Context: an optimization exercise on an open-source flow, tuned for a short achievable clock period. The choices shown serve that exercise and are no tape-out recipe. RTL that was checked went through simulation tests only; none was proved equivalent to the original. Function not checked in runs 2 to 4: the RTL went through the layout flow alone. No activity file was given, so power comes from the tool's default toggle rates.

<file path="design/flow/config.mk">
export PLATFORM = sky130hd
export DESIGN_NAME = s6afb
export DESIGN_NICKNAME = s6afb
export VERILOG_FILES = /design/flow/design.v
export SDC_FILE = /design/flow/constraint.sdc
export NUM_CORES = 4
export LEC_CHECK = 0
export CAP_MARGIN = 20
export CORE_MARGIN = 2
export CORE_UTILIZATION = 40
export SETUP_SLACK_MARGIN = 4.0
export SLEW_MARGIN = 20
export SYNTH_HIERARCHICAL = 1
export SYNTH_MINIMUM_KEEP_SIZE = 0
export TNS_END_PERCENT = 100
</file>
<file path="design/flow/constraint.sdc">
create_clock -name core_clock -period 6.5 [get_ports {clk}]
set_input_delay 1.3000 -clock core_clock [delete_from_list [all_inputs] [get_ports {clk}]]
set_output_delay 1.3000 -clock core_clock [all_outputs]
set_load 0.01 [all_outputs]
</file>
<file path="design/flow/design.v">
module s6afb_sub32 (
    input  wire [31:0] a,
    input  wire [31:0] b,
    output wire [31:0] d
);
    wire [31:0] nb = ~b;
    wire [31:0] p0 = a ^ nb;
    wire [31:0] g0 = {a[31:1] & nb[31:1], a[0] | nb[0]};
    wire [31:0] g1, p1, g2, p2, g3, p3, g4, p4, g5;
    assign g1 = g0 | (p0 & {g0[30:0], 1'b0});
    assign p1 = p0 & {p0[30:0], 1'b1};
    assign g2 = g1 | (p1 & {g1[29:0], 2'b0});
    assign p2 = p1 & {p1[29:0], 2'b11};
    assign g3 = g2 | (p2 & {g2[27:0], 4'b0});
    assign p3 = p2 & {p2[27:0], 4'hF};
    assign g4 = g3 | (p3 & {g3[23:0], 8'b0});
    assign p4 = p3 & {p3[23:0], 8'hFF};
    assign g5 = g4 | (p4 & {g4[15:0], 16'b0});
    assign d = p0 ^ {g5[30:0], 1'b1};
endmodule
module s6afb_fcheck (
    input  wire       rx_stb,
    input  wire [3:0] rx_tag,
    input  wire [3:0] cfg_tag,
    input  wire [7:0] rx_data,
    input  wire       last,        
    input  wire [7:0] type_b,      
    input  wire [7:0] csum,        
    output wire       take,        
    output wire       valid,
    output wire       up_acc,
    output wire       up_gyro,
    output wire       up_angle,
    output wire       up_mag,
    output wire       up_echo
);
    localparam [7:0] TYPE_ACC   = 8'h51;
    localparam [7:0] TYPE_GYRO  = 8'h52;
    localparam [7:0] TYPE_ANGLE = 8'h53;
    localparam [7:0] TYPE_MAG   = 8'h54;
    localparam [7:0] TYPE_ECHO  = 8'h5F;
    wire tag_ok = (rx_tag == cfg_tag);
    wire sum_ok = (rx_data == csum);
    assign take     = rx_stb && tag_ok;
    assign valid    = rx_stb && tag_ok && sum_ok && last;
    assign up_acc   = rx_stb && tag_ok && sum_ok && last && (type_b == TYPE_ACC);
    assign up_gyro  = rx_stb && tag_ok && sum_ok && last && (type_b == TYPE_GYRO);
    assign up_angle = rx_stb && tag_ok && sum_ok && last && (type_b == TYPE_ANGLE);
    assign up_mag   = rx_stb && tag_ok && sum_ok && last && (type_b == TYPE_MAG);
    assign up_echo  = rx_stb && tag_ok && sum_ok && last && (type_b == TYPE_ECHO);
endmodule
module s6afb_rx (
    input  wire        clk,
    input  wire        init,         
    input  wire        rx_stb,
    input  wire [3:0]  rx_tag,
    input  wire [3:0]  cfg_tag,
    input  wire [7:0]  rx_data,
    input  wire [31:0] tick,
    input  wire        wd_restart,   
    output wire        rx_take,      
    output wire        frame_valid,
    output reg  [15:0] acc_x,
    output reg  [15:0] acc_y,
    output reg  [15:0] acc_z,
    output reg  [15:0] gyro_x,
    output reg  [15:0] gyro_y,
    output reg  [15:0] gyro_z,
    output reg  [15:0] angle_x,
    output reg  [15:0] angle_y,
    output reg  [15:0] angle_z,
    output reg  [15:0] mag_x,
    output reg  [15:0] mag_y,
    output reg  [15:0] mag_z,
    output reg  [15:0] temp,
    output reg  [15:0] volt,
    output reg  [15:0] version,
    output reg  [31:0] last_frame_ts,
    output reg  [31:0] angle_period,
    output reg  [87:0] echo           
);
    localparam [7:0] SYNC       = 8'h55;
    reg [10:0] cur;
    reg [7:0]  b1, b2, b3, b4, b5, b6, b7, b8, b9;
    reg [7:0]  csum;
    reg [31:0] ats_a, ats_b;
    reg        ats_sel;
    wire [31:0] angle_ts = ats_sel ? ats_b : ats_a;
    wire accept = rx_take && !(cur[0] && (rx_data != SYNC));
    wire up_acc, up_gyro, up_angle, up_mag, up_echo;
    s6afb_fcheck u_fcheck (
        .rx_stb   (rx_stb),
        .rx_tag   (rx_tag),
        .cfg_tag  (cfg_tag),
        .rx_data  (rx_data),
        .last     (cur[10]),
        .type_b   (b1),
        .csum     (csum),
        .take     (rx_take),
        .valid    (frame_valid),
        .up_acc   (up_acc),
        .up_gyro  (up_gyro),
        .up_angle (up_angle),
        .up_mag   (up_mag),
        .up_echo  (up_echo)
    );
    wire [15:0] f0 = {b3, b2};
    wire [15:0] f1 = {b5, b4};
    wire [15:0] f2 = {b7, b6};
    wire [15:0] f3 = {b9, b8};
    wire [31:0] period;
    s6afb_sub32 u_period (.a(tick), .b(angle_ts), .d(period));
    always @(posedge clk) begin
        if (cur[1]) b1 <= rx_data;
        if (cur[2]) b2 <= rx_data;
        if (cur[3]) b3 <= rx_data;
        if (cur[4]) b4 <= rx_data;
        if (cur[5]) b5 <= rx_data;
        if (cur[6]) b6 <= rx_data;
        if (cur[7]) b7 <= rx_data;
        if (cur[8]) b8 <= rx_data;
        if (cur[9]) b9 <= rx_data;
        if (accept) begin
            csum <= (cur[0] ? 8'd0 : csum) + rx_data;
        end
        if (ats_sel)
            ats_a <= tick;
        else
            ats_b <= tick;
        if (init || wd_restart)
            cur <= 11'd1;
        else if (accept)
            cur <= {cur[9:0], cur[10]};
        if (init) begin
            ats_a         <= 32'd0;
            ats_sel       <= 1'b0;
            acc_x         <= 16'd0;
            acc_y         <= 16'd0;
            acc_z         <= 16'd0;
            gyro_x        <= 16'd0;
            gyro_y        <= 16'd0;
            gyro_z        <= 16'd0;
            angle_x       <= 16'd0;
            angle_y       <= 16'd0;
            angle_z       <= 16'd0;
            mag_x         <= 16'd0;
            mag_y         <= 16'd0;
            mag_z         <= 16'd0;
            temp          <= 16'd0;
            volt          <= 16'd0;
            version       <= 16'd0;
            last_frame_ts <= 32'd0;
            angle_period  <= 32'd0;
            echo          <= 88'd0;
        end else begin
            if (frame_valid)
                last_frame_ts <= tick;
            if (up_acc) begin
                acc_x <= f0;
                acc_y <= f1;
                acc_z <= f2;
            end
            if (up_acc || up_mag)
                temp <= f3;
            if (up_gyro) begin
                gyro_x <= f0;
                gyro_y <= f1;
                gyro_z <= f2;
                volt   <= f3;
            end
            if (up_angle) begin
                angle_x      <= f0;
                angle_y      <= f1;
                angle_z      <= f2;
                version      <= f3;
                angle_period <= period;
                ats_sel      <= !ats_sel;
            end
            if (up_mag) begin
                mag_x <= f0;
                mag_y <= f1;
                mag_z <= f2;
            end
            if (up_echo)
                echo <= {SYNC, b1, b2, b3, b4, b5, b6, b7, b8, b9, rx_data};
        end
    end
endmodule
module s6afb_tx (
    input  wire        clk,
    input  wire        init,
    input  wire        issue_stb,
    input  wire [7:0]  issue_reg,
    input  wire [15:0] issue_val,
    input  wire        drive_stb,
    input  wire [31:0] tick,
    output reg         issue_busy,   
    output reg         tx_stb,       
    output reg  [39:0] tx_data       
);
    localparam [39:0] UNLOCK_FRAME = 40'hFF_AA_69_88_B5;
    function [64:0] pack(input [31:0] t, input [6:0] k);
        pack = {t[31:7], t[31:7] + 25'd1, t[6:0], {1'b0, t[6:0]} + {1'b0, k}};
    endfunction
    reg st_idle, st_up, st_us, st_cs;
    reg [23:0] cmd;        
    reg [64:0] ts_unlock;  
    reg [64:0] ts_cmd;     
    wire early;
    s6afb_win u_w_gap (.now(tick), .ts(st_us ? ts_unlock : ts_cmd), .win(early));
    wire gap_done = !early;
    wire [64:0] p9 = pack(tick, 7'd9);
    always @(posedge clk) begin
        if (st_idle)
            cmd <= {issue_reg, issue_val[7:0], issue_val[15:8]};
        if (st_up)
            ts_unlock <= p9;
        if (st_us)
            ts_cmd <= p9;
        tx_data <= st_up ? UNLOCK_FRAME : {16'hFF_AA, cmd};
        if (init) begin
            st_idle    <= 1'b1;
            st_up      <= 1'b0;
            st_us      <= 1'b0;
            st_cs      <= 1'b0;
            issue_busy <= 1'b0;
            tx_stb     <= 1'b0;
        end else begin
            issue_busy <= issue_stb && !st_idle;
            tx_stb     <= drive_stb && (st_up || (st_us && gap_done));
            if (issue_stb && st_idle) begin
                st_idle <= 1'b0;
                st_up   <= 1'b1;
            end
            if (drive_stb) begin
                if (st_up) begin
                    st_up <= 1'b0;
                    st_us <= 1'b1;
                end
                if (st_us && gap_done) begin
                    st_us <= 1'b0;
                    st_cs <= 1'b1;
                end
                if (st_cs && gap_done) begin
                    st_cs   <= 1'b0;
                    st_idle <= 1'b1;
                end
            end
        end
    end
endmodule
module s6afb_win (
    input  wire [31:0] now,
    input  wire [64:0] ts,       
    output wire        win
);
    wire [24:0] hi   = ts[64:40];
    wire [24:0] hi1  = ts[39:15];
    wire [6:0]  lo   = ts[14:8];
    wire [7:0]  lok  = ts[7:0];
    wire eq0  = (now[31:7] == hi);
    wire eq1  = (now[31:7] == hi1);
    wire ge   = (now[6:0] >= lo);
    wire le   = (now[6:0] <= lok[6:0]);
    assign win = (eq0 && ge && (lok[7] || le)) || (eq1 && lok[7] && le);
endmodule
module s6afb_wd (
    input  wire        clk,
    input  wire        init,
    input  wire        wd_stb,
    input  wire [31:0] tick,
    input  wire        frame_valid,    
    output wire        restart
);
    function [64:0] pack(input [31:0] t, input [6:0] k);
        pack = {t[31:7], t[31:7] + 25'd1, t[6:0], {1'b0, t[6:0]} + {1'b0, k}};
    endfunction
    localparam [64:0] PACK0_100 = {25'd0, 25'd1, 7'd0, 8'd100};
    localparam [64:0] PACK0_99  = {25'd0, 25'd1, 7'd0, 8'd99};
    reg [64:0] lf_a, lf_b, rs_a, rs_b;
    reg        lf_sel, rs_sel;    
    wire fresh_frame, fresh_restart;
    s6afb_win u_w_frame   (.now(tick), .ts(lf_sel ? lf_b : lf_a), .win(fresh_frame));
    s6afb_win u_w_restart (.now(tick), .ts(rs_sel ? rs_b : rs_a), .win(fresh_restart));
    assign restart = wd_stb && !fresh_frame && !fresh_restart;
    wire [64:0] p100 = pack(tick, 7'd100);
    wire [64:0] p99  = pack(tick, 7'd99);
    always @(posedge clk) begin
        if (init) begin
            lf_a   <= PACK0_100;
            rs_a   <= PACK0_99;
            lf_sel <= 1'b0;
            rs_sel <= 1'b0;
        end else begin
            if (lf_sel) lf_a <= p100;
            if (rs_sel) rs_a <= p99;
            if (frame_valid) lf_sel <= !lf_sel;
            if (restart)     rs_sel <= !rs_sel;
        end
        if (!lf_sel) lf_b <= p100;
        if (!rs_sel) rs_b <= p99;
    end
endmodule
module s6afb (
    input  wire        clk,
    input  wire [31:0] tick,
    input  wire        init_stb,
    input  wire [3:0]  init_tag,
    input  wire        rx_stb,
    input  wire [3:0]  rx_tag,
    input  wire [7:0]  rx_data,
    input  wire        issue_stb,
    input  wire [7:0]  issue_reg,
    input  wire [15:0] issue_val,
    input  wire        drive_stb,
    input  wire        wd_stb,
    output wire        issue_busy,
    output reg         rx_arm,
    output wire        tx_stb,
    output wire [39:0] tx_data,
    output wire [15:0] acc_x,
    output wire [15:0] acc_y,
    output wire [15:0] acc_z,
    output wire [15:0] gyro_x,
    output wire [15:0] gyro_y,
    output wire [15:0] gyro_z,
    output wire [15:0] angle_x,
    output wire [15:0] angle_y,
    output wire [15:0] angle_z,
    output wire [15:0] mag_x,
    output wire [15:0] mag_y,
    output wire [15:0] mag_z,
    output wire [15:0] temp,
    output wire [15:0] volt,
    output wire [15:0] version,
    output wire [31:0] last_frame_ts,
    output wire [31:0] angle_period,
    output wire [87:0] echo
);
    reg  [3:0] cfg_tag;
    wire       rx_take;
    wire       wd_restart;
    wire       frame_valid;
    always @(posedge clk) begin
        if (init_stb)
            cfg_tag <= init_tag;
        rx_arm <= init_stb || rx_take || wd_restart;
    end
    s6afb_rx u_rx (
        .clk           (clk),
        .init          (init_stb),
        .rx_stb        (rx_stb),
        .rx_tag        (rx_tag),
        .cfg_tag       (cfg_tag),
        .rx_data       (rx_data),
        .tick          (tick),
        .wd_restart    (wd_restart),
        .rx_take       (rx_take),
        .frame_valid   (frame_valid),
        .acc_x         (acc_x),
        .acc_y         (acc_y),
        .acc_z         (acc_z),
        .gyro_x        (gyro_x),
        .gyro_y        (gyro_y),
        .gyro_z        (gyro_z),
        .angle_x       (angle_x),
        .angle_y       (angle_y),
        .angle_z       (angle_z),
        .mag_x         (mag_x),
        .mag_y         (mag_y),
        .mag_z         (mag_z),
        .temp          (temp),
        .volt          (volt),
        .version       (version),
        .last_frame_ts (last_frame_ts),
        .angle_period  (angle_period),
        .echo          (echo)
    );
    s6afb_tx u_tx (
        .clk        (clk),
        .init       (init_stb),
        .issue_stb  (issue_stb),
        .issue_reg  (issue_reg),
        .issue_val  (issue_val),
        .drive_stb  (drive_stb),
        .tick       (tick),
        .issue_busy (issue_busy),
        .tx_stb     (tx_stb),
        .tx_data    (tx_data)
    );
    s6afb_wd u_wd (
        .clk           (clk),
        .init          (init_stb),
        .wd_stb        (wd_stb),
        .tick          (tick),
        .frame_valid   (frame_valid),
        .restart       (wd_restart)
    );
endmodule
</file>
<file path="design/flow/flow/run.sh">
#!/bin/bash
# The standard layout with two changes:
#  - the slow OR/AND cells (or2..or4, and3, and4 in all their forms) are added
#    to the platform's don't-use list, so mapping and repair build those
#    functions from NAND/NOR/AOI cells;
#  - the port buffers are plain buffers (buf_4) instead of the smallest
#    buffer of the library.
set -euo pipefail
PLATFORM_DONT_USE=$(sed -n '/^export DONT_USE_CELLS/,/^#/p' "$FLOW_HOME/platforms/$FLOW_PLATFORM/config.mk" \
  | grep -o 'sky130_fd_sc_hd__[a-z0-9_]*' | tr '\n' ' ')
EXTRA_DONT_USE=$(cat flow/dont_use.txt)
bash standard.sh \
  "DONT_USE_CELLS=$PLATFORM_DONT_USE $EXTRA_DONT_USE" \
  "BUFFER_PORTS_ARGS=-buffer_cell sky130_fd_sc_hd__buf_4" \
  finish > standard.log 2>&1
</file>
<file path="design/flow/flow/dont_use.txt">
sky130_fd_sc_hd__and3_1 sky130_fd_sc_hd__and3_2 sky130_fd_sc_hd__and3_4 sky130_fd_sc_hd__and3b_1 sky130_fd_sc_hd__and3b_2 sky130_fd_sc_hd__and3b_4 sky130_fd_sc_hd__and4_1 sky130_fd_sc_hd__and4_2 sky130_fd_sc_hd__and4_4 sky130_fd_sc_hd__and4b_1 sky130_fd_sc_hd__and4b_2 sky130_fd_sc_hd__and4b_4 sky130_fd_sc_hd__and4bb_1 sky130_fd_sc_hd__and4bb_2 sky130_fd_sc_hd__and4bb_4 sky130_fd_sc_hd__or2_0 sky130_fd_sc_hd__or2_1 sky130_fd_sc_hd__or2_2 sky130_fd_sc_hd__or2_4 sky130_fd_sc_hd__or2b_1 sky130_fd_sc_hd__or2b_2 sky130_fd_sc_hd__or2b_4 sky130_fd_sc_hd__or3_1 sky130_fd_sc_hd__or3_2 sky130_fd_sc_hd__or3_4 sky130_fd_sc_hd__or3b_1 sky130_fd_sc_hd__or3b_2 sky130_fd_sc_hd__or3b_4 sky130_fd_sc_hd__or4_1 sky130_fd_sc_hd__or4_2 sky130_fd_sc_hd__or4_4 sky130_fd_sc_hd__or4b_1 sky130_fd_sc_hd__or4b_2 sky130_fd_sc_hd__or4b_4 sky130_fd_sc_hd__or4bb_1 sky130_fd_sc_hd__or4bb_2 sky130_fd_sc_hd__or4bb_4 
</file>
<file path="design/flow/standard.sh">
#!/bin/bash
# synth_recipe.tcl (not shown) runs the flow's synth.tcl, then flattens the netlist and writes it again
# the make line also repeats each setting of config.mk as NAME=value (left out here)
make -C /OpenROAD-flow-scripts/flow DESIGN_CONFIG=/design/flow/config.mk WORK_HOME=/design/flow/orfs CLKGATE_MAP_FILE= SYNTH_SCRIPT=/design/flow/synth_recipe.tcl "${@:-finish}"
</file>
==> results.txt, run 1 <==
Routed wire per std cell: 23.4 um
Relative slew slack: 31.0%
Nets: 4,689
Clock Sinks: 988
Diodes inserted: 0
Worst hold-check path type: register to register
Via count: 31,000
GRT Total Usage: 25.0%
Post-Synth XOR/XNOR Area: 5.27%
Worst Setup SP: rx_tag[1]
Synth warn: 10
CP peak stage delay: 0.29 ns
Hold Startpoint: u_tx.cmd[0]
Worst-path clk slew: 0.06 ns
Netlist cell types: 74
Final wirelength: 140 mm
Maxcap violations: 0
Most numerous cell on the critical path: buf_6
Pins Over Slew Limit: 0
R2R cell count: 16
Non-Filler Instances: 5,987
Post-synthesis compound-gate area fraction: 5.38%
Clk root buf: clkbuf_16
DRT Pass-1 Iters: 5
CTS Buffer Depth: 3
Startpoint types: primary input
DP Area: 46,800 um^2
Setup crit end kind: register
R2r setup slk: 3.70 ns
TritonCTS Buffers: 108
Count leader, synth: dfxtp_1
Minimum clock period: 2.86 ns
Vert. Die Dim: 325 um
H-tree Lvls: 3
Vias in the first global route: 29,600
Simple-gate area share of the yosys netlist: 13.2%
#FFs+latches synth: 988
Post-Syn Area: 41,200 um^2
Top cells by area, synth: edfxtp_1 (29%), dfxtp_1 (29%), mux2i_1 (8.9%)
Top cell family by delay on the critical path: buffers and inverters
Post-synth EDFFs: 398
Avg Cell Area, Syn: 10.9 um^2
Rows: 117
Synth async-reset ratio: 0%
Synth area leader: edfxtp_1
Worst Hold Depth: 2
GPL Wtd Cong: 0.844
DRT iter0 DRCs: 2,328
Gate Count Post-Synth: 3,774
Layout cells sized above 1: 38.8%
Placed cells: 5,469
FF-to-FF Start: u_rx.ats_sel
Final Cell Area: 58,800 um^2
Worst-Margin Slew: 1.04 ns
Pwr Density: 243 nW/um^2
Tcrit/Tclk final: 44.0%
Skew-Pair Late Insertion Delay: 0.72 ns
DRC viols: 0
List of most frequent post-synthesis cells: dfxtp_1 (590), nand2_1 (549), nor2_1 (486)
Post-synthesis mux area share: 12.1%
Main combinational cell family by area after synthesis: simple AND/OR/NAND/NOR gates
Initial antenna violation count: 0
Buf+Inv Stages, Crit Path: 6
WS Path Type: primary input to register
Overflow after GRT: 0
Hold endpoint: u_tx.tx_data[0]
Sequential share of the synthesized area: 57.7%
Area grow syn2layout: 42.6%
Post-DRT Antenna Nets: 0
Buffers on Ports: 492
Terminus of the critical flop-to-flop path: u_rx.angle_period[22]
Post-synthesis adder-cell area fraction: 2.68%
CP Max Fanout: 7
Die width: 325 um
Fmax: 0.350 GHz
Setup TNS: 0 ns
Yosys top cell area share: 29.0%
Core area: 102,000 um^2
VDD IR max: 0.227 mV
Prevailing post-synth register cell: dfxtp_1
First-pass GRT wire length: 201 mm
Initial Util: 40.4%
CTS tree: done
Worst Path Arrival: 3.38 ns
Worst hold slack: 0.415 ns
Outcome: complete, no violations
Worst endpoint required time: 7.02 ns
# IOs: 513
Critical-path cell list: buf_8 > xnor2_4 > o2111a_1 > nand4b_4 > buf_6 > buf_6 > nor3_4 > buf_6 > buf_12 > clkbuf_16 > mux2i_1 > nor2_1
Slowest cell on crit path: o2111a_1
Post-DP HPWL: 75.9 mm
Final setup skew: 0.0597 ns
Area of the die: 106,000 um^2
Largest net degree at the start of global routing: 197
Final Hold Fails: 0
Final setup viols: 0
Static Leak: 0.0224 uW
Drt via density: 5.18
RSZ-0062 raised after global routing: true
-- per-module statistics from Yosys (local to each module, per instance) --
| module | copies in the design | cells inside | flip-flops and latches | area (um^2) |
|---|---|---|---|---|
| s6afb_tx | 1 | 420 | 184 | 6980 |
| s6afb_wd | 1 | 994 | 258 | 10300 |
| s6afb | 1 | 7 | 5 | 149 |
| s6afb_sub32 | 1 | 280 | 0 | 1850 |
| s6afb_win | 3 | 115 | 0 | 900 |
| s6afb_rx | 1 | 1696 | 541 | 19000 |
| s6afb_fcheck | 1 | 32 | 0 | 244 |
-- layout make-up --
cell class	count	area, um^2
fill	8300	43300
inverter	140	631
timing repair inverter	7	68.8
clock buffer	167	3290
clock inverter	38	478
timing repair buffer	825	10200
sequential	988	24200
multi-input combinational	2454	18200
tap	1368	1710
-- metrics by stage --
stage | util (%) | total power (uW) | setup WS, ns
global placement | 45.8 | 7740 | 2.15
floorplan | - | 7410 | 3.46
global route | 57.6 | 14800 | 3.58
detailed placement | 45.8 | 7750 | 2.14
CTS | 56.0 | 14300 | 3.64
finish | 57.6 | 14300 | 3.64
-- timing repair --
action / in CTS / in global routing
setup endpoints to repair: 733 / 497
hold buffers: 0 / 0
cloned: 68 / 12
pin swaps: 110 / 82
setup buffers: 170 / 63
resized for setup: 987 / 212
-- how the worst max path moves through the flow --
stage                                 end  depth (start not counted)  slack, ns
global route        u_rx.angle_period[29]                         13       3.58
finish                   u_rx.angle_x[12]                         12       3.64
CTS                 u_rx.angle_period[28]                         15       3.64
detailed placement           u_rx.cur[10]                         13       2.14
floorplan           u_rx.angle_period[30]                         11       3.46
global placement             u_rx.cur[10]                         13       2.15
-- power by group --
| group | total, uW | switching (uW) | leakage, uW | internal (uW) |
|---|---|---|---|---|
| combinational | 1190 | 689 | 0.0117 | 500 |
| clock | 6440 | 2620 | 0.00185 | 3820 |
| sequential | 6670 | 51.1 | 0.00880 | 6620 |
| total | 14300 | 3360 | 0.0224 | 10900 |
-- placed cells by master, fill, tap and decap left out, types with 36 or more instances in the layout --
master	netlist	final
a21oi_1	174	133
a21oi_2	1	36
buf_12	0	62
buf_16	0	68
buf_4	27	306
buf_6	2	351
clkbuf_16	0	125
dfxtp_1	590	273
dfxtp_2	0	303
edfxtp_1	398	398
ha_1	85	39
ha_4	0	41
inv_1	139	109
mux2_2	116	100
mux2i_1	368	343
nand2_1	549	491
nand2_2	3	48
nand3_1	51	38
nand4_1	56	56
nor2_1	486	477
xnor2_1	210	181
-- sequential cells by signal, summed over array words and instances, names as in the netlist, 24 cells and up --
| signal | cells |
|---|---|
| u_rx.ats_a | 32 |
| u_wd.rs_b | 65 |
| u_rx.angle_period | 32 |
| u_wd.lf_b | 63 |
| u_rx.ats_b | 32 |
| u_wd.lf_a | 63 |
| u_tx.ts_unlock | 65 |
| u_wd.rs_a | 65 |
| u_tx.ts_cmd | 65 |
| u_rx.last_frame_ts | 32 |
| u_rx.echo | 81 |
| u_tx.tx_data | 24 |
| u_tx.cmd | 24 |
-- cells by family (layout without fill, tap and decap cells) --
logic type	count (synthesis)	in the layout
and+or+nand+nor	1263	1267
DFF	988	988
muxes	484	484
buffers and inverters	353	1177
AOI/OAI and AO/OA	348	348
xor gates and xnor gates	248	248
adders and majority gates	87	87
other	3	20
-- metal layers --
metal	track usage, %	vias up	wire, um	share of wire, %
met5	0	-	0	0
met4	8.96	0	5110	3.6
met3	4.34	216	7940	5.7
met2	43.1	991	69500	50
met1	31.5	15300	57600	41
li1	-	14500	-	-
-- worst min-delay path: stages, from the launching register on --
cell	delay, ns
edfxtp_1	0.32
nor2_1	0.04
inv_1	0.03
==> run 2, diff against run 1 <==
--- a/design/flow/design.v
+++ b/design/flow/design.v
@@ -1,11 +1,10 @@
-module s6afb_sub32 (
+module s6afb_add32 (
     input  wire [31:0] a,
     input  wire [31:0] b,
-    output wire [31:0] d
+    output wire [31:0] s
 );
-    wire [31:0] nb = ~b;
-    wire [31:0] p0 = a ^ nb;
-    wire [31:0] g0 = {a[31:1] & nb[31:1], a[0] | nb[0]};
+    wire [31:0] g0 = a & b;
+    wire [31:0] p0 = a ^ b;
     wire [31:0] g1, p1, g2, p2, g3, p3, g4, p4, g5;
     assign g1 = g0 | (p0 & {g0[30:0], 1'b0});
     assign p1 = p0 & {p0[30:0], 1'b1};
@@ -16,49 +15,15 @@
     assign g4 = g3 | (p3 & {g3[23:0], 8'b0});
     assign p4 = p3 & {p3[23:0], 8'hFF};
     assign g5 = g4 | (p4 & {g4[15:0], 16'b0});
-    assign d = p0 ^ {g5[30:0], 1'b1};
-endmodule
-module s6afb_fcheck (
-    input  wire       rx_stb,
-    input  wire [3:0] rx_tag,
-    input  wire [3:0] cfg_tag,
-    input  wire [7:0] rx_data,
-    input  wire       last,        
-    input  wire [7:0] type_b,      
-    input  wire [7:0] csum,        
-    output wire       take,        
-    output wire       valid,
-    output wire       up_acc,
-    output wire       up_gyro,
-    output wire       up_angle,
-    output wire       up_mag,
-    output wire       up_echo
-);
-    localparam [7:0] TYPE_ACC   = 8'h51;
-    localparam [7:0] TYPE_GYRO  = 8'h52;
-    localparam [7:0] TYPE_ANGLE = 8'h53;
-    localparam [7:0] TYPE_MAG   = 8'h54;
-    localparam [7:0] TYPE_ECHO  = 8'h5F;
-    wire tag_ok = (rx_tag == cfg_tag);
-    wire sum_ok = (rx_data == csum);
-    assign take     = rx_stb && tag_ok;
-    assign valid    = rx_stb && tag_ok && sum_ok && last;
-    assign up_acc   = rx_stb && tag_ok && sum_ok && last && (type_b == TYPE_ACC);
-    assign up_gyro  = rx_stb && tag_ok && sum_ok && last && (type_b == TYPE_GYRO);
-    assign up_angle = rx_stb && tag_ok && sum_ok && last && (type_b == TYPE_ANGLE);
-    assign up_mag   = rx_stb && tag_ok && sum_ok && last && (type_b == TYPE_MAG);
-    assign up_echo  = rx_stb && tag_ok && sum_ok && last && (type_b == TYPE_ECHO);
+    assign s = p0 ^ {g5[30:0], 1'b0};
 endmodule
 module s6afb_rx (
     input  wire        clk,
     input  wire        init,         
-    input  wire        rx_stb,
-    input  wire [3:0]  rx_tag,
-    input  wire [3:0]  cfg_tag,
+    input  wire        rx_take,      
     input  wire [7:0]  rx_data,
     input  wire [31:0] tick,
     input  wire        wd_restart,   
-    output wire        rx_take,      
     output wire        frame_valid,
     output reg  [15:0] acc_x,
     output reg  [15:0] acc_y,
@@ -80,36 +45,38 @@
     output reg  [87:0] echo           
 );
     localparam [7:0] SYNC       = 8'h55;
+    localparam [7:0] TYPE_ACC   = 8'h51;
+    localparam [7:0] TYPE_GYRO  = 8'h52;
+    localparam [7:0] TYPE_ANGLE = 8'h53;
+    localparam [7:0] TYPE_MAG   = 8'h54;
+    localparam [7:0] TYPE_ECHO  = 8'h5F;
     reg [10:0] cur;
     reg [7:0]  b1, b2, b3, b4, b5, b6, b7, b8, b9;
-    reg [7:0]  csum;
+    reg [7:0]  sum_lo, sum_last;
     reg [31:0] ats_a, ats_b;
     reg        ats_sel;
-    wire [31:0] angle_ts = ats_sel ? ats_b : ats_a;
+    wire [31:0] neg_angle_ts = ats_sel ? ats_b : ats_a;
+    wire [7:0] sa = sum_lo, sb = sum_last;
+    wire [7:0] cin = {(sa[6:0] & sb[6:0]) | ((sa[6:0] | sb[6:0]) & ~rx_data[6:0]), 1'b0};
+    wire       sum_ok = ((sa ^ sb ^ rx_data) == cin);
     wire accept = rx_take && !(cur[0] && (rx_data != SYNC));
-    wire up_acc, up_gyro, up_angle, up_mag, up_echo;
-    s6afb_fcheck u_fcheck (
-        .rx_stb   (rx_stb),
-        .rx_tag   (rx_tag),
-        .cfg_tag  (cfg_tag),
-        .rx_data  (rx_data),
-        .last     (cur[10]),
-        .type_b   (b1),
-        .csum     (csum),
-        .take     (rx_take),
-        .valid    (frame_valid),
-        .up_acc   (up_acc),
-        .up_gyro  (up_gyro),
-        .up_angle (up_angle),
-        .up_mag   (up_mag),
-        .up_echo  (up_echo)
-    );
+    assign frame_valid = rx_take && cur[10] && sum_ok;
+    wire t_acc   = (b1 == TYPE_ACC);
+    wire t_gyro  = (b1 == TYPE_GYRO);
+    wire t_angle = (b1 == TYPE_ANGLE);
+    wire t_mag   = (b1 == TYPE_MAG);
+    wire t_echo  = (b1 == TYPE_ECHO);
+    wire up_acc   = frame_valid && t_acc;
+    wire up_gyro  = frame_valid && t_gyro;
+    wire up_angle = frame_valid && t_angle;
+    wire up_mag   = frame_valid && t_mag;
+    wire up_echo  = frame_valid && t_echo;
     wire [15:0] f0 = {b3, b2};
     wire [15:0] f1 = {b5, b4};
     wire [15:0] f2 = {b7, b6};
     wire [15:0] f3 = {b9, b8};
     wire [31:0] period;
-    s6afb_sub32 u_period (.a(tick), .b(angle_ts), .d(period));
+    s6afb_add32 u_period (.a(tick), .b(neg_angle_ts), .s(period));
     always @(posedge clk) begin
         if (cur[1]) b1 <= rx_data;
         if (cur[2]) b2 <= rx_data;
@@ -121,12 +88,13 @@
         if (cur[8]) b8 <= rx_data;
         if (cur[9]) b9 <= rx_data;
         if (accept) begin
-            csum <= (cur[0] ? 8'd0 : csum) + rx_data;
+            sum_lo   <= cur[0] ? 8'd0 : sum_lo + sum_last;
+            sum_last <= rx_data;
         end
         if (ats_sel)
-            ats_a <= tick;
+            ats_a <= -tick;
         else
-            ats_b <= tick;
+            ats_b <= -tick;
         if (init || wd_restart)
             cur <= 11'd1;
         else if (accept)
@@ -338,7 +306,7 @@
     output wire [87:0] echo
 );
     reg  [3:0] cfg_tag;
-    wire       rx_take;
+    wire       rx_take = rx_stb && (rx_tag == cfg_tag);
     wire       wd_restart;
     wire       frame_valid;
     always @(posedge clk) begin
@@ -349,13 +317,10 @@
     s6afb_rx u_rx (
         .clk           (clk),
         .init          (init_stb),
-        .rx_stb        (rx_stb),
-        .rx_tag        (rx_tag),
-        .cfg_tag       (cfg_tag),
+        .rx_take       (rx_take),
         .rx_data       (rx_data),
         .tick          (tick),
         .wd_restart    (wd_restart),
-        .rx_take       (rx_take),
         .frame_valid   (frame_valid),
         .acc_x         (acc_x),
         .acc_y         (acc_y),
==> design/flow/run.sh (new file) <==
#!/bin/bash
# synth_recipe.tcl (not shown) runs the flow's synth.tcl, then flattens the netlist and writes it again
# the make line also repeats each setting of config.mk as NAME=value (left out here)
make -C /OpenROAD-flow-scripts/flow DESIGN_CONFIG=/design/flow/config.mk WORK_HOME=/design/flow/orfs CLKGATE_MAP_FILE= SYNTH_SCRIPT=/design/flow/synth_recipe.tcl finish
--- a/design/flow/config.mk
+++ b/design/flow/config.mk
@@ -8,8 +8,6 @@
 export CAP_MARGIN = 20
 export CORE_MARGIN = 2
 export CORE_UTILIZATION = 40
-export SETUP_SLACK_MARGIN = 4.0
+export SETUP_SLACK_MARGIN = 3.5
 export SLEW_MARGIN = 20
-export SYNTH_HIERARCHICAL = 1
-export SYNTH_MINIMUM_KEEP_SIZE = 0
 export TNS_END_PERCENT = 100
removed: design/flow/flow/run.sh
removed: design/flow/flow/dont_use.txt
removed: design/flow/standard.sh
==> run 2 against run 1 <==
  * Design area fell by 1.1%
  * Highest routed layer is now met5
  * Still clean on timing, DRC and antenna
  * Combinational power fell by 21%
  * Non-clock buffer count fell by 8
  * Register-to-register slack got worse by 0.98 ns
  * Clock power fell by 3.7%
  * Clock skew fell by 0.010 ns
==> results.txt, run 2 <==
Fmax: 0.251 GHz (-28%)
Buf+Inv Stages, Crit Path: 7 (+1)
Prevailing post-synth register cell: dfxtp_1
List of most frequent post-synthesis cells: nand2_1 (845), dfxtp_1 (590), a21oi_1 (462)
Main combinational cell family by area after synthesis: simple AND/OR/NAND/NOR gates
Simple-gate area share of the yosys netlist: 14.1% (+0.89 points)
Comb power frac: 6.8% (-1.5 points)
Netlist cell types: 72 (-2.7%)
Top cell family by delay on the critical path: simple AND/OR/NAND/NOR gates
Post-CTS Hold Buffers: 0 (unchanged)
Overflow after GRT: 0 (unchanged)
Post-synthesis mux area share: 6.32% (-5.8 points)
Initial Util: 40.3% (-0.047 points)
Tcrit/Tclk final: 61.3% (+17 points)
Final wirelength: 154 mm (+9.6%)
Worst Setup SP: rx_data[1]
Layout fillers: 8,350 (+0.60%)
Top reg by flops: u_rx.echo
Synth async-reset ratio: 0% (unchanged)
Area of the die: 105,000 um^2 (-0.40%)
Synth warn: 4 (-6)
Post-Synth XOR/XNOR Area: 5.31% (+0.043 points)
DRT iter0 DRCs: 3,438 (+48%)
Pwr Density: 238 nW/um^2 (-2.1%)
Post-DP HPWL: 82.0 mm (+8.1%)
First-pass GRT wire length: 215 mm (+7.2%)
Outcome: complete, no violations
Clock Sinks: 996 (+0.81%)
Maxcap violations: 0 (unchanged)
Relative slew slack: 27.2% (-3.8 points)
Hold Startpoint: u_tx.cmd[21]
# IOs: 513 (unchanged)
CTS Buffer Depth: 3 (unchanged)
Static Leak: 0.0225 uW (+0.30%)
RSZ-0062 raised after global routing: true
Top cells by area, synth: edfxtp_1 (30%), dfxtp_1 (29%), nand2_1 (7.7%)
Layout cells sized above 1: 22.3% (-17 points)
Nets: 4,821 (+2.8%)
Most common cell after layout, fill and taps aside: nand2_1
Post-synth EDFFs: 406 (+2.0%)
TritonCTS Buffers: 108 (unchanged)
Setup crit end kind: register
CP Max Fanout: 10 (+3)
Commonest cells after routing, fill and taps aside: nand2_1 (618), dfxtp_1 (581), edfxtp_1 (406), a21oi_1 (317), clkdlybuf4s50_1 (315)
Synth area leader: edfxtp_1
Worst Hold Depth: 1 (-1)
Vert. Die Dim: 324 um (-0.20%)
Post-Syn Area: 41,100 um^2 (-0.40%)
Via count: 33,200 (+7.1%)
Vias in the first global route: 30,800 (+4.3%)
#FFs+latches synth: 996 (+0.81%)
Critical-path cell list: buf_8 > inv_8 > fa_1 > xor2_2 > nor3b_2 > nand3_1 > or4_4 > buf_4 > or3_4 > buf_4 > nor2_4 > buf_12 > buf_12 > buf_16 > nand2_1 > a21oi_2
Initial antenna violation count: 5 (+5)
Worst-path clk slew: 0.07 ns (about the same)
Area occupied by multi-input gates: 18,200 um^2 (+0.23%)
FF-to-FF Start: u_rx.sum_lo[1]
Flop pwr share: 48.5% (+1.8 points)
Sequential share of the synthesized area: 58.5% (+0.82 points)
Rows: 117 (unchanged)
Buffers on Ports: 492 (unchanged)
Pint: 10,600 uW (-3.5%)
Slowest cell on crit path: or4_4
Worst hold slack: 0.421 ns (+0.00633 ns)
Clk root buf: clkbuf_16
WS Path Type: primary input to register
Pins Over Slew Limit: 0 (unchanged)
H-tree Lvls: 3 (unchanged)
Avg Cell Area, Syn: 10.3 um^2 (-5.3%)
Max reg flops: 81 (unchanged)
Largest net degree at the start of global routing: 181 (-8.1%)
Final Hold Fails: 0 (unchanged)
Post-synthesis adder-cell area fraction: 3.24% (+0.57 points)
Worst-Margin Slew: 1.09 ns (+0.0572 ns)
Yosys top cell area share: 29.7% (+0.70 points)
Worst endpoint required time: 7.16 ns (+0.14 ns)
Clock share of power: 44.7% (-0.3 points)
Final setup viols: 0 (unchanged)
VDD IR max: 0.200 mV (-12%)
Final WS setup: 2.51 ns (-1.13 ns)
Die width: 324 um (-0.20%)
Post-DRT Antenna Nets: 0 (unchanged)
GPL Wtd Cong: 0.853 (+1.1%)
Terminus of the critical flop-to-flop path: u_rx.echo[35]
Count leader, synth: nand2_1
Worst hold-check path type: register to register
Gate Count Post-Synth: 3,969 (+5.2%)
Hold endpoint: u_tx.tx_data[21]
Post-synthesis compound-gate area fraction: 8.77% (+3.4 points)
Skew-Pair Late Insertion Delay: 0.73 ns (about the same)
R2r setup slk: 2.72 ns (-0.98 ns)
Core area: 102,000 um^2 (-0.29%)
CP peak stage delay: 0.53 ns (+0.24 ns)
Register area: 24,000 um^2 (-0.70%)
Switching power: 3300 uW (-2.0%)
DP Worst Slack: 1.08 ns (-1.06 ns)
Sw frac: 23.8% (+0.28 points)
Startpoint types: primary input
Routed wire per std cell: 25.1 um (+7.4%)
DRC viols: 0 (unchanged)
Minimum clock period: 3.99 ns (+1.13 ns)
Setup TNS: 0 ns (unchanged)
Drt via density: 5.44 (+5.0%)
R2R cell count: 14 (-2)
Final setup skew: 0.0497 ns (-0.0100 ns)
GRT Total Usage: 27.4% (+2.3 points)
Area grow syn2layout: 41.7%
Worst Path Arrival: 4.64 ns (+1.26 ns)
CTS tree: done
DRT Pass-1 Iters: 5 (unchanged)
-- run 2: cell types whose count changed after synthesis, moves of 31 or more --
cell and delta:
nand4_1 -31, clkbuf_1 +72, inv_1 -58, mux2_2 -113, a21oi_1 +288, nand2_1 +296
nor2_1 -261, mux2i_1 -112
-- run 2: final cells by class --
| class | count | share of cell area, % |
|---|---|---|
| Sequential cell | 996 | 41.3 |
| Inverter | 82 | 0.594 |
| Clock buffer | 148 | 5.24 |
| Clock inverter | 57 | 0.975 |
| Antenna cell | 3 | 0.0129 |
| Timing Repair Buffer | 817 | 17.6 |
| Tap cell | 1368 | 2.94 |
| Multi-Input combinational cell | 2637 | 31.4 |
-- run 2: worst max path at each step --
stage                           endpoint  depth (start not counted)
after floorplan           u_rx.gyro_x[0]                         13
after global placement     u_rx.acc_x[8]                         12
after detailed placement   u_rx.acc_y[3]                         12
after CTS                 u_rx.gyro_x[7]                         16
after global routing       u_rx.echo[61]                         15
final                      u_rx.echo[35]                         16
-- run 2: layer usage --
metal	track usage, %	part of all wire (%)
met5	0	0.0072
met4	11.6	4.9
met3	6.18	9.2
met2	42.0	44
met1	37.2	42
-- run 2: what timing repair did --
| item | CTS | global route |
|---|---|---|
| gates cloned | 69 | 12 |
| pin swaps | 246 | 243 |
| resized for setup | 651 | 495 |
| setup endpoints to repair | 635 | 513 |
| buffers inserted | 138 | 35 |
-- run 2: through the flow --
step                      utilization (%)  total power, uW  instance area, um^2  instances
after floorplan                         -             7350                41800       3987
after global placement               46.7             7630                47500       5646
after detailed placement             46.7             7640                47500       5646
after CTS                            54.9            13900                55800       6058
after global routing                 57.2            14300                58100       6106
final                                57.2            13900                58200       6108
-- run 2: power groups by stage --
stage                     logic [uW]  clock network, uW  registers, uW
after CTS                        906               6270           6730
after detailed placement         777                  0           6870
after global routing            1000               6530           6740
after global placement           770                  0           6860
final                            936               6200           6730
after floorplan                  484                  0           6870
-- run 2: logic make-up (layout without fill, tap and decap cells) --
family	after synthesis	count (layout)
other cells	2	23
xor+xnor	249	249
compound gates	640	641
mux	259	259
simple gates	1358	1367
fa+ha+maj	101	101
flops	996	996
buf+inv	364	1104
==> run 3, diff against run 2 <==
==> design/flow/flow/run.sh (new file) <==
#!/bin/bash
# The standard layout, with the port buffers made as plain buffers
# (buf_4) instead of the smallest buffer the library offers.
bash standard.sh "BUFFER_PORTS_ARGS=-buffer_cell sky130_fd_sc_hd__buf_4" finish > standard.log 2>&1
==> design/flow/standard.sh (new file) <==
#!/bin/bash
# synth_recipe.tcl (not shown) runs the flow's synth.tcl, then flattens the netlist and writes it again
# the make line also repeats each setting of config.mk as NAME=value (left out here)
make -C /OpenROAD-flow-scripts/flow DESIGN_CONFIG=/design/flow/config.mk WORK_HOME=/design/flow/orfs CLKGATE_MAP_FILE= SYNTH_SCRIPT=/design/flow/synth_recipe.tcl "${@:-finish}"
removed: design/flow/run.sh
==> run 3 against run 2 <==
  * Still clean
  * Core utilization decreased by 3.5 points
  * Clock power decreased by 2%
  * Final cell count decreased by 2.2%
  * Via count decreased by 2.2%
  * Sequential power about the same
  * Design area decreased by 6.1%
  * Sequential share of layout area increased by 2.7 points
  * Clock skew decreased by 0.00063 ns
  * Global-route usage decreased by 2.5 points
  * Register-to-register slack improved by 0.14 ns
  * Setup slack improved by 0.23 ns
  * Critical endpoint is now u_rx.volt[15]
==> results.txt, run 3 <==
Core area: 102,000 um^2 (unchanged)
Final setup skew: 0.0490 ns (-0.000630 ns)
Yosys top cell area share: 29.7% (unchanged)
Tcrit/Tclk final: 57.8% (-3.5 points)
RSZ-0062 raised after global routing: true
DRC viols: 0 (unchanged)
Pwr Density: 250 nW/um^2 (+4.8%)
Synth area leader: edfxtp_1
Synth async-reset ratio: 0% (unchanged)
Clock Sinks: 996 (unchanged)
Max reg flops: 81 (unchanged)
#FFs+latches synth: 996 (unchanged)
Top cells by area, synth: edfxtp_1 (30%), dfxtp_1 (29%), nand2_1 (7.7%)
TritonCTS Buffers: 108 (unchanged)
Static Leak: 0.0205 uW (-8.5%)
Final Hold Fails: 0 (unchanged)
Routed wire per std cell: 24.0 um (-4.4%)
Gate Count Post-Synth: 3,969 (unchanged)
Post-DP HPWL: 78.4 mm (-4.5%)
Clk root buf: clkbuf_16
CTS tree: done
Maxcap violations: 0 (unchanged)
Vias in the first global route: 29,800 (-3.5%)
Top reg by flops: u_rx.echo
Setup TNS: 0 ns (unchanged)
Outcome: complete, no violations
Buffers on Ports: 492 (unchanged)
Relative slew slack: 8.23% (-19 points)
Worst hold-check path type: register to register
H-tree Lvls: 3 (unchanged)
Prevailing post-synth register cell: dfxtp_1
Overflow after GRT: 0 (unchanged)
Worst Path Arrival: 4.38 ns (-0.26 ns)
Count leader, synth: nand2_1
WS Path Type: primary input to register
Rows: 117 (unchanged)
DRT iter0 DRCs: 3,172 (-7.7%)
Worst endpoint required time: 7.13 ns (-0.03 ns)
First-pass GRT wire length: 199 mm (-7.7%)
List of most frequent post-synthesis cells: nand2_1 (845), dfxtp_1 (590), a21oi_1 (462)
Setup crit end kind: register
GRT Total Usage: 24.8% (-2.5 points)
Largest net degree at the start of global routing: 197 (+8.8%)
Netlist cell types: 72 (unchanged)
Sequential share of the synthesized area: 58.5% (unchanged)
Layout fillers: 8,786 (+5.2%)
Post-synth EDFFs: 406 (unchanged)
Vert. Die Dim: 324 um (unchanged)
Register area: 24,000 um^2 (about the same)
Fmax: 0.266 GHz (+6.0%)
Worst-path clk slew: 0.06 ns (about the same)
Post-DRT Antenna Nets: 0 (unchanged)
Area occupied by multi-input gates: 17,900 um^2 (-1.9%)
Area grow syn2layout: 33.0%
Initial antenna violation count: 6 (+1)
# IOs: 513 (unchanged)
Final wirelength: 144 mm (-6.4%)
Skew-Pair Late Insertion Delay: 0.72 ns (about the same)
Commonest cells after routing, fill and taps aside: nand2_1 (656), dfxtp_1 (585), buf_4 (519), edfxtp_1 (406), a21oi_1 (344)
Worst-Margin Slew: 1.38 ns (+0.284 ns)
R2r setup slk: 2.86 ns (+0.14 ns)
Most common cell after layout, fill and taps aside: nand2_1
Pins Over Slew Limit: 0 (unchanged)
Post-CTS Hold Buffers: 0 (unchanged)
Minimum clock period: 3.76 ns (-0.227 ns)
VDD IR max: 0.242 mV (+21%)
Area of the die: 105,000 um^2 (unchanged)
Startpoint types: primary input
DP Worst Slack: 1.34 ns (+0.254 ns)
GPL Wtd Cong: 0.846 (-0.80%)
DRT Pass-1 Iters: 5 (unchanged)
Layout cells sized above 1: 27.8% (+5.6 points)
Initial Util: 40.3% (unchanged)
CTS Buffer Depth: 3 (unchanged)
CP Max Fanout: 13 (+3)
Final setup viols: 0 (unchanged)
Synth warn: 4 (unchanged)
Drt via density: 5.44 (about the same)
Via count: 32,500 (-2.2%)
Die width: 324 um (unchanged)
Final WS setup: 2.74 ns (+0.227 ns)
Post-Syn Area: 41,100 um^2 (unchanged)
Nets: 4,689 (-2.7%)
Avg Cell Area, Syn: 10.3 um^2 (unchanged)
## run 3: changes by cell type in the layout (fill, tap and decap cells not counted), moves of 26 or more
cell             previous run  this run
buf_12                     73        45
nand2_2                    93        55
nand2_1                   618       656
a21oi_2                   143       116
buf_4                     118       519
dlygate4sd2_1              75         0
dlymetal6s2s_1             70         0
a21oi_1                   317       344
buf_16                     61        35
clkdlybuf4s50_1           315         0
## run 3: metrics by stage
stage          std cells  cell area (um^2)  power [uW]  hold WS (ns)  util (%)
2_1_floorplan       3987             41800        7350         0.404         -
3_3_place_gp        5600             45900        7590         0.407      45.1
3_5_place_dp        5600             45900        7600         0.409      45.1
4_1_cts             5905             51900       13700         0.423      51.0
5_1_grt             5975             54600       14100         0.436      53.7
6_report            5976             54600       13600         0.422      53.7
## run 3: metal layers
metal | up-vias | routed length [um] | GRT usage [%]
li1 | 14700 | - | -
met1 | 16000 | 60800 | 34.0
met2 | 1479 | 64500 | 38.9
met3 | 290 | 12500 | 4.45
met4 | 2 | 5900 | 9.75
met5 | - | 10 | 0
## run 3: power breakdown
| part | total [uW] | internal (uW) | switching (uW) |
|---|---|---|---|
| clock network | 6080 | 3450 | 2630 |
| registers | 6720 | 6670 | 50.7 |
| logic | 827 | 306 | 521 |
| total | 13600 | 10400 | 3200 |
## run 3: kinds of logic (layout without fill, tap and decap cells)
group,count (synthesis),after routing,synth area share [%]
other,2,23,0.0183
buffers and inverters,364,968,3.76
and+or+nand+nor,1358,1372,14.1
AOI/OAI and AO/OA,640,640,8.77
muxes,259,259,6.32
adders and majority gates,101,101,3.24
xor gates and xnor gates,249,249,5.31
DFF,996,996,58.5
## run 3: layout make-up
class                      count  area share [%]
timing repair buffer         681            13.0
antenna                        3          0.0138
multi-input combinational   2641            32.8
sequential                   996            44.0
inverter                      82           0.649
clock buffer                 147            5.42
tap                         1368            3.14
clock inverter                58            1.02
## run 3: path summary, 6_finish.rpt
check / from / endpoint / cells after the start
max: rx_data[5] / u_rx.volt[15] / 13
max reg2reg: u_rx.b1[0] / u_rx.angle_period[24] / 5
min reg2reg: u_tx.cmd[22] / u_tx.tx_data[22] / 1
min: u_tx.cmd[22] / u_tx.tx_data[22] / 1
## run 3: what timing repair did
item | in CTS | in global routing
setup endpoints to repair | 420 | 382
cloned | 36 | 29
resized for setup | 271 | 453
pin swaps | 109 | 235
setup buffers | 64 | 39
## run 3: critical path, stage by stage
cell and delay, ns:
buf_8 0.16, inv_1 0.09, fa_1 0.56, xor2_1 0.19, nand3_1 0.10, or4_4 0.48
or3_4 0.51, nor4_4 0.21, buf_6 0.18, buf_6 0.14, clkbuf_16 0.23, nand2_2 0.08
a21oi_2 0.13
==> run 4, diff against run 3 <==
--- a/design/flow/design.v
+++ b/design/flow/design.v
@@ -1,10 +1,11 @@
-module s6afb_add32 (
+module s6afb_sub32 (
     input  wire [31:0] a,
     input  wire [31:0] b,
-    output wire [31:0] s
+    output wire [31:0] d
 );
-    wire [31:0] g0 = a & b;
-    wire [31:0] p0 = a ^ b;
+    wire [31:0] nb = ~b;
+    wire [31:0] p0 = a ^ nb;
+    wire [31:0] g0 = {a[31:1] & nb[31:1], a[0] | nb[0]};
     wire [31:0] g1, p1, g2, p2, g3, p3, g4, p4, g5;
     assign g1 = g0 | (p0 & {g0[30:0], 1'b0});
     assign p1 = p0 & {p0[30:0], 1'b1};
@@ -15,7 +16,7 @@
     assign g4 = g3 | (p3 & {g3[23:0], 8'b0});
     assign p4 = p3 & {p3[23:0], 8'hFF};
     assign g5 = g4 | (p4 & {g4[15:0], 16'b0});
-    assign s = p0 ^ {g5[30:0], 1'b0};
+    assign d = p0 ^ {g5[30:0], 1'b1};
 endmodule
 module s6afb_rx (
     input  wire        clk,
@@ -53,12 +54,13 @@
     reg [10:0] cur;
     reg [7:0]  b1, b2, b3, b4, b5, b6, b7, b8, b9;
     reg [7:0]  sum_lo, sum_last;
+    reg [7:0]  sum_x, sum_g, sum_o;
     reg [31:0] ats_a, ats_b;
     reg        ats_sel;
-    wire [31:0] neg_angle_ts = ats_sel ? ats_b : ats_a;
-    wire [7:0] sa = sum_lo, sb = sum_last;
-    wire [7:0] cin = {(sa[6:0] & sb[6:0]) | ((sa[6:0] | sb[6:0]) & ~rx_data[6:0]), 1'b0};
-    wire       sum_ok = ((sa ^ sb ^ rx_data) == cin);
+    wire [31:0] angle_ts = ats_sel ? ats_b : ats_a;
+    wire [7:0] cin = {sum_g[6:0] | (sum_o[6:0] & ~rx_data[6:0]), 1'b0};
+    wire       sum_ok = ((sum_x ^ rx_data) == cin);
+    wire [7:0] sum_next = cur[0] ? 8'd0 : sum_lo + sum_last;
     wire accept = rx_take && !(cur[0] && (rx_data != SYNC));
     assign frame_valid = rx_take && cur[10] && sum_ok;
     wire t_acc   = (b1 == TYPE_ACC);
@@ -76,7 +78,7 @@
     wire [15:0] f2 = {b7, b6};
     wire [15:0] f3 = {b9, b8};
     wire [31:0] period;
-    s6afb_add32 u_period (.a(tick), .b(neg_angle_ts), .s(period));
+    s6afb_sub32 u_period (.a(tick), .b(angle_ts), .d(period));
     always @(posedge clk) begin
         if (cur[1]) b1 <= rx_data;
         if (cur[2]) b2 <= rx_data;
@@ -88,13 +90,16 @@
         if (cur[8]) b8 <= rx_data;
         if (cur[9]) b9 <= rx_data;
         if (accept) begin
-            sum_lo   <= cur[0] ? 8'd0 : sum_lo + sum_last;
+            sum_lo   <= sum_next;
             sum_last <= rx_data;
+            sum_x    <= sum_next ^ rx_data;
+            sum_g    <= sum_next & rx_data;
+            sum_o    <= sum_next | rx_data;
         end
         if (ats_sel)
-            ats_a <= -tick;
+            ats_a <= tick;
         else
-            ats_b <= -tick;
+            ats_b <= tick;
         if (init || wd_restart)
             cur <= 11'd1;
         else if (accept)
--- a/design/flow/config.mk
+++ b/design/flow/config.mk
@@ -5,6 +5,7 @@
 export SDC_FILE = /design/flow/constraint.sdc
 export NUM_CORES = 4
 export LEC_CHECK = 0
+export ABC_CLOCK_PERIOD_IN_PS = 1500
 export CAP_MARGIN = 20
 export CORE_MARGIN = 2
 export CORE_UTILIZATION = 40
==> run 4 against run 3 <==
  * Synthesized cell count down 0.96%
  * Clock skew shrank 0.0058 ns
  * Combinational power rose by 15%
  * Register-to-register slack improved by 0.26 ns
  * Sequential power rose by 3%
  * Sequential share of layout area up 0.29 points
  * Sequential cell count is 22 higher
==> results.txt, run 4 <==
Outcome: complete, no violations
Yosys top cell area share: 31.5% (+1.8 points)
Most numerous cell on the critical path: or4_4
Via count: 32,900 (+1.2%)
First-pass GRT wire length: 202 mm (+1.3%)
Synth area leader: edfxtp_1
WS Path Type: primary input to register
Minimum clock period: 3.63 ns (-0.132 ns)
Final Hold Fails: 0 (unchanged)
DRT Pass-1 Iters: 7 (+2)
Layout fillers: 8,654 (-1.5%)
Top reg by flops: u_rx.echo
# IOs: 513 (unchanged)
Skew-Pair Late Insertion Delay: 0.73 ns (about the same)
Nets: 4,720 (+0.66%)
Vias in the first global route: 29,600 (-0.62%)
Relative slew slack: 23.0% (+15 points)
RSZ-0062 raised after global routing: true
Busiest grt layer: met2
Overflow after GRT: 0 (unchanged)
Commonest cells after routing, fill and taps aside: dfxtp_1 (584), buf_4 (548), nand2_1 (504), a21oi_1 (453), edfxtp_1 (428)
Worst hold-check path type: register to register
Worst Path Arrival: 4.19 ns (-0.19 ns)
Prevailing post-synth register cell: dfxtp_1
Post-CTS Hold Buffers: 0 (unchanged)
Rows: 117 (unchanged)
Fmax: 0.276 GHz (+3.7%)
Clock Sinks: 1,018 (+2.2%)
Worst-Margin Slew: 1.16 ns (-0.221 ns)
Final setup viols: 0 (unchanged)
CP peak stage delay: 0.60 ns (+0.04 ns)
Most common cell after layout, fill and taps aside: dfxtp_1
Max reg flops: 81 (unchanged)
Pwr Total: 14,000 uW (+2.7%)
Post-DRT Antenna Nets: 0 (unchanged)
Post-Syn Area: 40,900 um^2 (-0.49%)
Met2 usage: 39.3% (+0.42 points)
VDD IR max: 0.238 mV (-1.7%)
Final WS setup: 2.87 ns (+0.132 ns)
Drt via density: 5.48 (+0.77%)
Worst endpoint required time: 7.06 ns (-0.07 ns)
Final setup skew: 0.0432 ns (-0.00584 ns)
Top cells by area, synth: edfxtp_1 (31%), dfxtp_1 (29%), a21oi_1 (7.4%)
Initial Util: 40.2% (-0.14 points)
CTS tree: done
Startpoint types: primary input
Clk root buf: clkbuf_16
H-tree Lvls: 3 (unchanged)
Pins Over Slew Limit: 0 (unchanged)
Area of the die: 105,000 um^2 (-0.48%)
Avg Cell Area, Syn: 10.4 um^2 (+0.47%)
Core area: 102,000 um^2 (-0.14%)
Setup TNS: 0 ns (unchanged)
DP Worst Slack: 1.53 ns (+0.198 ns)
Worst-path clk slew: 0.06 ns (about the same)
Non-Filler Instances: 6,004 (+0.47%)
GRT Total Usage: 25.9% (+1.1 points)
Post-synth EDFFs: 428 (+5.4%)
#FFs+latches synth: 1,018 (+2.2%)
Final wirelength: 150 mm (+4.3%)
Area grow syn2layout: 36.4%
Sequential share of the synthesized area: 60.4% (+1.9 points)
Critical-path cell list: buf_16 > inv_8 > a21oi_4 > xnor2_2 > nand2_1 > or4_4 > or4_4 > buf_8 > buf_4 > or4_4 > nand2_1 > a21oi_2
Count leader, synth: nand2_1
Vert. Die Dim: 324 um (-0.24%)
Placed cells: 5,566 (-0.61%)
Largest net degree at the start of global routing: 164 (-17%)
Netlist cell types: 61 (-15%)
Initial antenna violation count: 4 (-2)
GR Util met1: 35.9% (+1.9 points)
Buffers on Ports: 492 (unchanged)
Maxcap violations: 0 (unchanged)
Post-DP HPWL: 77.3 mm (-1.4%)
Static Leak: 0.0209 uW (+1.7%)
Pwr Density: 251 nW/um^2 (+0.56%)
Gate Count Post-Synth: 3,931 (-0.96%)
CTS Buffer Depth: 3 (unchanged)
Setup crit end kind: register
M3 GR Usage: 4.94% (+0.49 points)
Synth async-reset ratio: 0% (unchanged)
CP Max Fanout: 7 (-6)
List of most frequent post-synthesis cells: nand2_1 (777), a21oi_1 (604), dfxtp_1 (590)
Slowest cell on crit path: or4_4
Die width: 324 um (-0.24%)
DRT iter0 DRCs: 3,430 (+8.1%)
TritonCTS Buffers: 108 (unchanged)
GPL Wtd Cong: 0.850 (+0.41%)
DRC viols: 0 (unchanged)
Routed wire per std cell: 25.0 um (+3.8%)
Tcrit/Tclk final: 55.8% (-2.0 points)
Synth warn: 4 (unchanged)
Layout cells sized above 1: 31.9% (+4.0 points)
## run 4: metal layers
metal / up-vias / part of all wire, %
met5: - / 0.0087
met4: 2 / 5.6
met3: 449 / 9.3
met2: 1648 / 44
met1: 16100 / 41
li1: 14700 / -
## run 4: layout make-up
| cell class | count | area [um^2] | area share (%) |
|---|---|---|---|
| Sequential cell | 1018 | 24700 | 44.3 |
| Tap cell | 1368 | 1710 | 3.07 |
| Antenna cell | 1 | 2.50 | 0.00449 |
| Inverter | 81 | 338 | 0.606 |
| Timing Repair Buffer | 733 | 7780 | 14.0 |
| Clock inverter | 33 | 299 | 0.537 |
| Clock buffer | 169 | 3220 | 5.79 |
| Timing Repair inverter | 1 | 5.00 | 0.00898 |
| Multi-Input combinational cell | 2600 | 17700 | 31.7 |
## run 4: logic make-up (layout without fill, tap and decap cells)
family / Yosys count / after routing / share of synthesized area, %
simple gates: 1283 / 1308 / 13.5
flops: 1018 / 1018 / 60.4
compound gates: 801 / 801 / 10.9
buf+inv: 356 / 1017 / 3.71
xor+xnor: 240 / 240 / 5.15
mux: 132 / 132 / 3.24
fa+ha+maj: 99 / 99 / 3.07
other cells: 2 / 21 / 0.0184
## run 4: report_power, final
part | internal, uW | switching, uW | leakage, uW
clock network | 3500 | 2650 | 0.00173
logic | 355 | 600 | 0.0102
registers | 6840 | 55.7 | 0.00893
total | 10700 | 3300 | 0.0209
## run 4: final timing paths
check | end | slack [ns] | start | cells after the start
worst max-delay path | u_rx.acc_y[0] | 2.87 | rx_data[6] | 12
worst min-delay path | u_tx.tx_data[16] | 0.42 | u_tx.cmd[16] | 1
worst max register to register | u_rx.acc_y[0] | 3.12 | cfg_tag[2] | 11
worst min register to register | u_tx.tx_data[16] | 0.42 | u_tx.cmd[16] | 1
## run 4: through the flow
step,utilization [%],hold slack (ns),cell area (um^2)
2_1_floorplan,-,0.404,41600
3_3_place_gp,45.0,0.405,45700
3_5_place_dp,45.0,0.409,45700
4_1_cts,51.7,0.422,52600
5_1_grt,54.9,0.434,55700
6_report,54.9,0.416,55700
## run 4: what timing repair did
action	4_1_cts	5_1_grt
setup endpoints to repair	444	448
pin swaps	132	238
resized for setup	247	597
setup buffers	99	44
hold endpoints to repair	0	0
cloned	65	26
## run 4: worst max-delay path: cells and delay by family
kind	cells	cell delay, ns
AND/OR/NAND/NOR	5	2.03
buffers and inverters	4	0.47
AO/OA/AOI/OAI	2	0.21
XOR/XNOR	1	0.15

==> re-timing with driven ports <==
No port has a modelled driver above. Below, the same layouts with a new extraction and two added sets of constraints.
Step 1 sets driving cells, clkbuf_16 on the clock port and buf_2 on the other inputs (assumed; they add their load-dependent delay and slew).
Step 2 times the ports against the registers' clock, not the clock port: input delays grow and output delays shrink by t, the midpoint of the rising clock arrivals with the driver on.
Three values: ideal ports, drivers, drivers and shift; two values: the first two.
run	t (ns)	setup WS [ns]	hold slack, ns	worst data-port slew with drivers (ns)
run 1	0.757	3.641 / 3.629 / 2.872	0.415 / 0.415 / 0.415	0.17
run 2	0.790	2.515 / 2.541 / 1.751	0.421 / 0.421 / 0.421	0.11
run 3	0.776	2.742 / 2.741 / 1.964	0.422 / 0.422 / 0.422	0.19
run 4	0.784	2.875 / 2.817 / 2.033	0.416 / 0.416 / 0.416	0.14
After both steps every run listed still meets setup and hold. The setup slack of run 4, which loses most, moves by -0.058 ns with the drivers and by -0.842 ns with both steps.
